Background: an optimization exercise with open tools, aiming at small area. Do not read the settings as production practice. Only simulation tests tie the RTL to the original design; equivalence was not proved. Power figures rest on the tool's default switching activity, not on a simulated workload.

==> run a <==
==> flow/design.v <==
module crc_link (
    input  wire        clk,
    input  wire        rst,
    input  wire        op_valid,
    input  wire [3:0]  op_code,
    input  wire [7:0]  op_arg,
    input  wire        tick,
    output wire [5:0]  stat,          
    output wire [2:0]  op_status,
    output reg  [15:0] crc,
    output reg  [2:0]  rx_err,
    output reg  [7:0]  rx_len,
    output wire [15:0] rx_crc_calc,
    output wire [15:0] rx_crc_recv,
    output wire        txm_re,
    output wire [7:0]  txm_addr,
    input  wire [7:0]  txm_rdata,
    output wire        rxm_we,
    output wire [8:0]  rxm_addr,
    output wire [7:0]  rxm_wdata,
    output wire        txd,
    input  wire        rxd
);
    function [15:0] crc_step;
        input [15:0] c;
        input [7:0]  d;
        reg   [7:0]  x;
        begin
            x = c[15:8] ^ d;
            x = x ^ {4'h0, x[7:4]};
            crc_step = {c[7:0], 8'h00} ^ {x[3:0], 12'h000} ^ {3'b000, x, 5'b00000}
                     ^ {8'h00, x};
        end
    endfunction
    wire op_crc_init = op_valid && (op_code == 4'h1);
    wire op_crc_byte = op_valid && (op_code == 4'h2);
    wire op_tx_frame = op_valid && (op_code == 4'h4);
    wire op_rx_start = op_valid && (op_code == 4'h5);
    always @(posedge clk) begin
        if (rst || op_crc_init)
            crc <= 16'h0000;
        else if (op_crc_byte)
            crc <= crc_step(crc, op_arg);
    end
    localparam [2:0] T_IDLE = 3'd0, T_S = 3'd1, T_H0 = 3'd2, T_H1 = 3'd3,
                     T_PY = 3'd4, T_CH = 3'd5, T_CL = 3'd6, T_E = 3'd7;
    reg  [2:0]  tp;       
    reg  [7:0]  ta;       
    reg  [7:0]  tlen;
    reg  [15:0] tcrc;     
    reg  [10:0] tsr;
    reg  [2:0]  tbc;      
    wire tx_busy  = |tp;
    wire t_idle   = ~|tsr[10:1];
    wire t_fetch  = tsr[10] & tsr[0];
    wire t_start  = tsr[10] & ~tsr[0];    
    wire t_adv    = tx_busy & t_idle;
    wire t_more   = (ta != tlen);
    wire t_crc    = tp[2] & ~(tp[1] & tp[0]);  
    reg  [2:0]  tp_next;
    always @* begin
        case (tp)
            T_S:     tp_next = T_H0;
            T_H0:    tp_next = T_H1;
            T_H1,
            T_PY:    tp_next = t_more ? T_PY : T_CH;
            T_CH:    tp_next = T_CL;
            T_CL:    tp_next = T_E;
            default: tp_next = T_IDLE;
        endcase
    end
    reg  [7:0]  t_byte;
    always @* begin
        case (tp)
            T_H0:    t_byte = 8'h02;
            T_H1:    t_byte = tlen;
            T_PY:    t_byte = txm_rdata;
            T_CH,
            T_CL:    t_byte = tcrc[15:8];
            default: t_byte = 8'h03;
        endcase
    end
    assign txm_re   = t_adv && (tp == T_H1 || tp == T_PY) && t_more;
    assign txm_addr = ta;
    assign txd      = tsr[0];
    wire t_bit = tsr[tbc + 4'd1];
    wire t_fb  = tcrc[15] ^ t_bit;
    always @(posedge clk) begin
        if (rst) begin
            tp   <= T_IDLE;
            tsr  <= 11'd1;
            tcrc <= 16'h0000;
        end else begin
            if (!tx_busy) begin
                if (op_tx_frame) begin
                    tp   <= T_S;
                    tlen <= op_arg;
                    ta   <= 8'h00;
                end
            end else if (t_adv) begin
                tp <= tp_next;
                if (tp != T_E)
                    tsr[10] <= 1'b1;
            end
            if (t_fetch) begin
                tsr <= {2'b11, t_byte, 1'b0};
                if (tp == T_PY)
                    ta <= ta + 8'd1;
            end else if (!t_idle && tbc == 3'd0) begin
                tsr <= {1'b0, tsr[10:1]};
            end
            if (t_start && t_crc)
                tcrc <= {tcrc[14:0], 1'b0} ^ (t_fb ? 16'h1021 : 16'h0000);
        end
        tbc <= t_fetch ? 3'd7 : tbc - 3'd1;
    end
    reg         rxd_m, rxd_s;
    reg  [10:0] rsr;
    reg  [2:0]  rbc;
    wire r_done  = rsr[0];
    wire r_ready = r_done | ~|rsr[10:1];
    wire urx_push = r_done & rsr[10];
    wire urx_ferr = r_done & ~rsr[10];
    wire [7:0] urx_data = rsr[9:2];
    always @(posedge clk) begin
        if (rst) begin
            rxd_m <= 1'b1;
            rxd_s <= 1'b1;
            rsr   <= 11'd0;
        end else begin
            rxd_m <= rxd;
            rxd_s <= rxd_m;
            if (r_ready)
                rsr <= rxd_s ? 11'd0 : 11'h400;
            else if (rbc == 3'd0)
                rsr <= {rxd_s, rsr[10:1]};
        end
        rbc <= r_ready ? 3'd3 : rbc - 3'd1;
    end
    reg  [63:0] fmem;
    reg  [3:0]  fcnt;
    wire       f_ne    = ~fcnt[3];
    wire       f_full  = (fcnt == 4'd7);
    wire       f_push  = urx_push & ~f_full;
    wire       f_ovr   = urx_push & f_full;
    wire [7:0] f_dout  = fmem[{fcnt[2:0], 3'b000} +: 8];
    wire       f_pop;
    always @(posedge clk) begin
        if (f_push)
            fmem <= {fmem[55:0], urx_data};
        if (rst)
            fcnt <= 4'hF;
        else if (f_push != f_pop)
            fcnt <= f_push ? fcnt + 4'd1 : fcnt - 4'd1;
    end
    reg  ferr_flag, ovr_flag;
    reg  d_rcv, d_done;
    wire rx_go = op_rx_start && !d_rcv;
    always @(posedge clk) begin
        if (rst) begin
            ferr_flag <= 1'b0;
            ovr_flag  <= 1'b0;
        end else begin
            if (urx_ferr)
                ferr_flag <= 1'b1;
            else if (rx_go)
                ferr_flag <= 1'b0;
            if (f_ovr)
                ovr_flag <= 1'b1;
            else if (rx_go)
                ovr_flag <= 1'b0;
        end
    end
    localparam [6:0] TIM_LAST = 7'b1001011;   
    reg  [8:0]  dcnt;
    reg  [6:0]  dtim;     
    reg  [15:0] rcrc;
    reg  [7:0]  p1, p2;   
    wire link_err = ferr_flag | ovr_flag;
    assign f_pop  = d_rcv & ~link_err & f_ne;
    wire d_at1    = (dcnt == 9'd1);
    wire d_end    = (dcnt == {1'b0, rx_len} + 9'd4);
    wire d_badhdr = d_at1 & (p1 != 8'h02);
    wire d_crcen  = (|dcnt[8:2]) & ~d_end;
    wire d_fin    = f_pop & (d_badhdr | d_end);
    wire d_tmo    = tick & (dtim == TIM_LAST) & ~d_fin;
    wire [6:0] dtim_next = {dtim[5:0], ~(dtim[6] ^ dtim[5])};
    wire [2:0] d_verdict = d_badhdr            ? 3'd3 :
                           (f_dout != 8'h03)   ? 3'd5 :
                           (rcrc == {p2, p1})  ? 3'd0 : 3'd4;
    always @(posedge clk) begin
        if (rst) begin
            d_rcv  <= 1'b0;
            d_done <= 1'b0;
            rx_len <= 8'h00;
            rx_err <= 3'd0;
        end else if (!d_rcv) begin
            if (rx_go) begin
                d_rcv  <= 1'b1;
                d_done <= 1'b0;
                rx_len <= 8'h00;
                rx_err <= 3'd0;
            end
        end else if (link_err) begin
            d_rcv  <= 1'b0;
            d_done <= 1'b1;
            rx_err <= 3'd1;
        end else begin
            if (f_pop && d_at1 && !d_badhdr)
                rx_len <= f_dout;
            if (d_fin) begin
                d_rcv  <= 1'b0;
                d_done <= 1'b1;
                rx_err <= d_verdict;
            end else if (d_tmo) begin
                d_rcv  <= 1'b0;
                d_done <= 1'b1;
                rx_err <= 3'd2;
            end
        end
    end
    always @(posedge clk) begin
        if (rx_go) begin
            dcnt <= 9'd0;
            dtim <= 7'd0;
            rcrc <= 16'h0000;
        end else begin
            if (f_pop) begin
                dcnt <= dcnt + 9'd1;
                if (!d_end)
                    {p2, p1} <= {p1, f_dout};
                if (d_crcen)
                    rcrc <= crc_step(rcrc, p2);
            end
            if (d_rcv && !link_err && tick)
                dtim <= dtim_next;
        end
    end
    wire crc_vis = d_done & ~rx_err[1] & ~rx_err[0];    
    assign rx_crc_calc = crc_vis ? rcrc : 16'h0000;
    assign rx_crc_recv = crc_vis ? {p2, p1} : 16'h0000;
    assign rxm_we      = f_pop;
    assign rxm_addr    = dcnt;
    assign rxm_wdata   = f_dout;
    reg ost;
    always @(posedge clk) begin
        if (rst)
            ost <= 1'b0;
        else if (op_tx_frame)
            ost <= tx_busy;
        else if (op_rx_start)
            ost <= d_rcv;
    end
    assign op_status = {2'b00, ost};
    assign stat = {ovr_flag, ferr_flag, f_ne, d_done, d_rcv, tx_busy};
endmodule
==> flow/flow/run.sh <==
#!/bin/bash
set -euo pipefail
cd "$(dirname "$0")/.."
export BUFFER_PORTS_ARGS="-buffer_cell sky130_fd_sc_hd__buf_1"
bash standard.sh > standard.log 2>&1
==> flow/standard.sh <==
#!/bin/bash
# synth_recipe.tcl (not shown) runs the flow's synth.tcl, then flattens the netlist and writes it again
# the make line also repeats each setting of config.mk as NAME=value (left out here)
make -C /OpenROAD-flow-scripts/flow DESIGN_CONFIG=/design/flow/config.mk WORK_HOME=/design/flow/orfs CLKGATE_MAP_FILE= SYNTH_SCRIPT=/design/flow/synth_recipe.tcl "${@:-finish}"
==> flow/config.mk <==
export PLATFORM = sky130hd
export DESIGN_NAME = crc_link
export DESIGN_NICKNAME = crc_link
export VERILOG_FILES = /design/flow/design.v
export SDC_FILE = /design/flow/constraint.sdc
export NUM_CORES = 4
export LEC_CHECK = 0
export CAP_MARGIN = 20
export CORE_MARGIN = 2
export CORE_UTILIZATION = 40
export CTS_BUF_LIST = sky130_fd_sc_hd__clkbuf_8
export CTS_CLUSTER_DIAMETER = 60
export CTS_CLUSTER_SIZE = 25
export SLEW_MARGIN = 20
==> flow/constraint.sdc <==
create_clock -name core_clock -period 10.0 [get_ports {clk}]
set_input_delay 2.0000 -clock core_clock [delete_from_list [all_inputs] [get_ports {clk}]]
set_output_delay 2.0000 -clock core_clock [all_outputs]
set_load 0.01 [all_outputs]
==> run b: changes against run a <==
==> flow/run.sh (new file) <==
#!/bin/bash
# synth_recipe.tcl (not shown) runs the flow's synth.tcl, then flattens the netlist and writes it again
# the make line also repeats each setting of config.mk as NAME=value (left out here)
make -C /OpenROAD-flow-scripts/flow DESIGN_CONFIG=/design/flow/config.mk WORK_HOME=/design/flow/orfs CLKGATE_MAP_FILE= SYNTH_SCRIPT=/design/flow/synth_recipe.tcl finish
removed: flow/flow/run.sh
removed: flow/standard.sh
==> comparison <==
Cell count is about the same in run a and run b. Synthesized area is the same in run a and run b. Run a produced a clean layout. Run b completed without violations. In run b the clock-buffer cell count is higher than in run a, by 3. In synthesized cell count, run a and run b do not differ. In run b the wire length is higher than in run a, by 4.0%.
==> figures <==
item                                                                        run a                   run b
Power of the combinational group                                       0.000267 W              0.000293 W
Launch instance of the worst register-to-register path     rx_len[2]$_SDFFE_PP0P_  ferr_flag$_SDFFE_PP0P_
Final worst setup slack                                                   5.60 ns                 5.12 ns
CP Capture Point                                                     rxm_wdata[7]                  rxm_we
Power per standard cell area                                           170 nW/um2              160 nW/um2
Worst-Skew Late Latency                                                   0.54 ns                 0.55 ns
Number of buffer and inverter stages on the critical path                       3                       1
Number of fill cells in the layout                                           2287                    2209
Met1 Track Usage GR                                                         23.3%                   24.7%
Area growth from synthesis to final layout                                  11.2%                   18.3%
Routed wire length                                                        21.0 mm                 21.9 mm
Run status                                                         finished clean          finished clean

## what the ideal ports hide
How much do the figures lean on ideal ports? The routed layouts below were timed once more, with nothing changed but the port constraints.
Step 1 assumes that a clkbuf_16 drives the clock port and a buf_2 every other input.
Step 2 times the ports against the registers' clock, not the clock port: input delays grow and output delays shrink by t, the midpoint of the rising clock arrivals with the driver on.
Slacks: ideal / step 1 / step 2; pairs: ideal / step 1.
| run | t, ns | slack for setup (ns) | worst register clock-pin slew, ns | pins driven straight from the clock port |
|---|---|---|---|---|
| run a | 0.566 | 5.596 / 5.553 / 5.948 | 0.12 / 0.12 | 1 |
| run b | 0.574 | 5.124 / 5.082 / 5.567 | 0.11 / 0.11 | 1 |
After both steps every run listed still meets setup and hold.
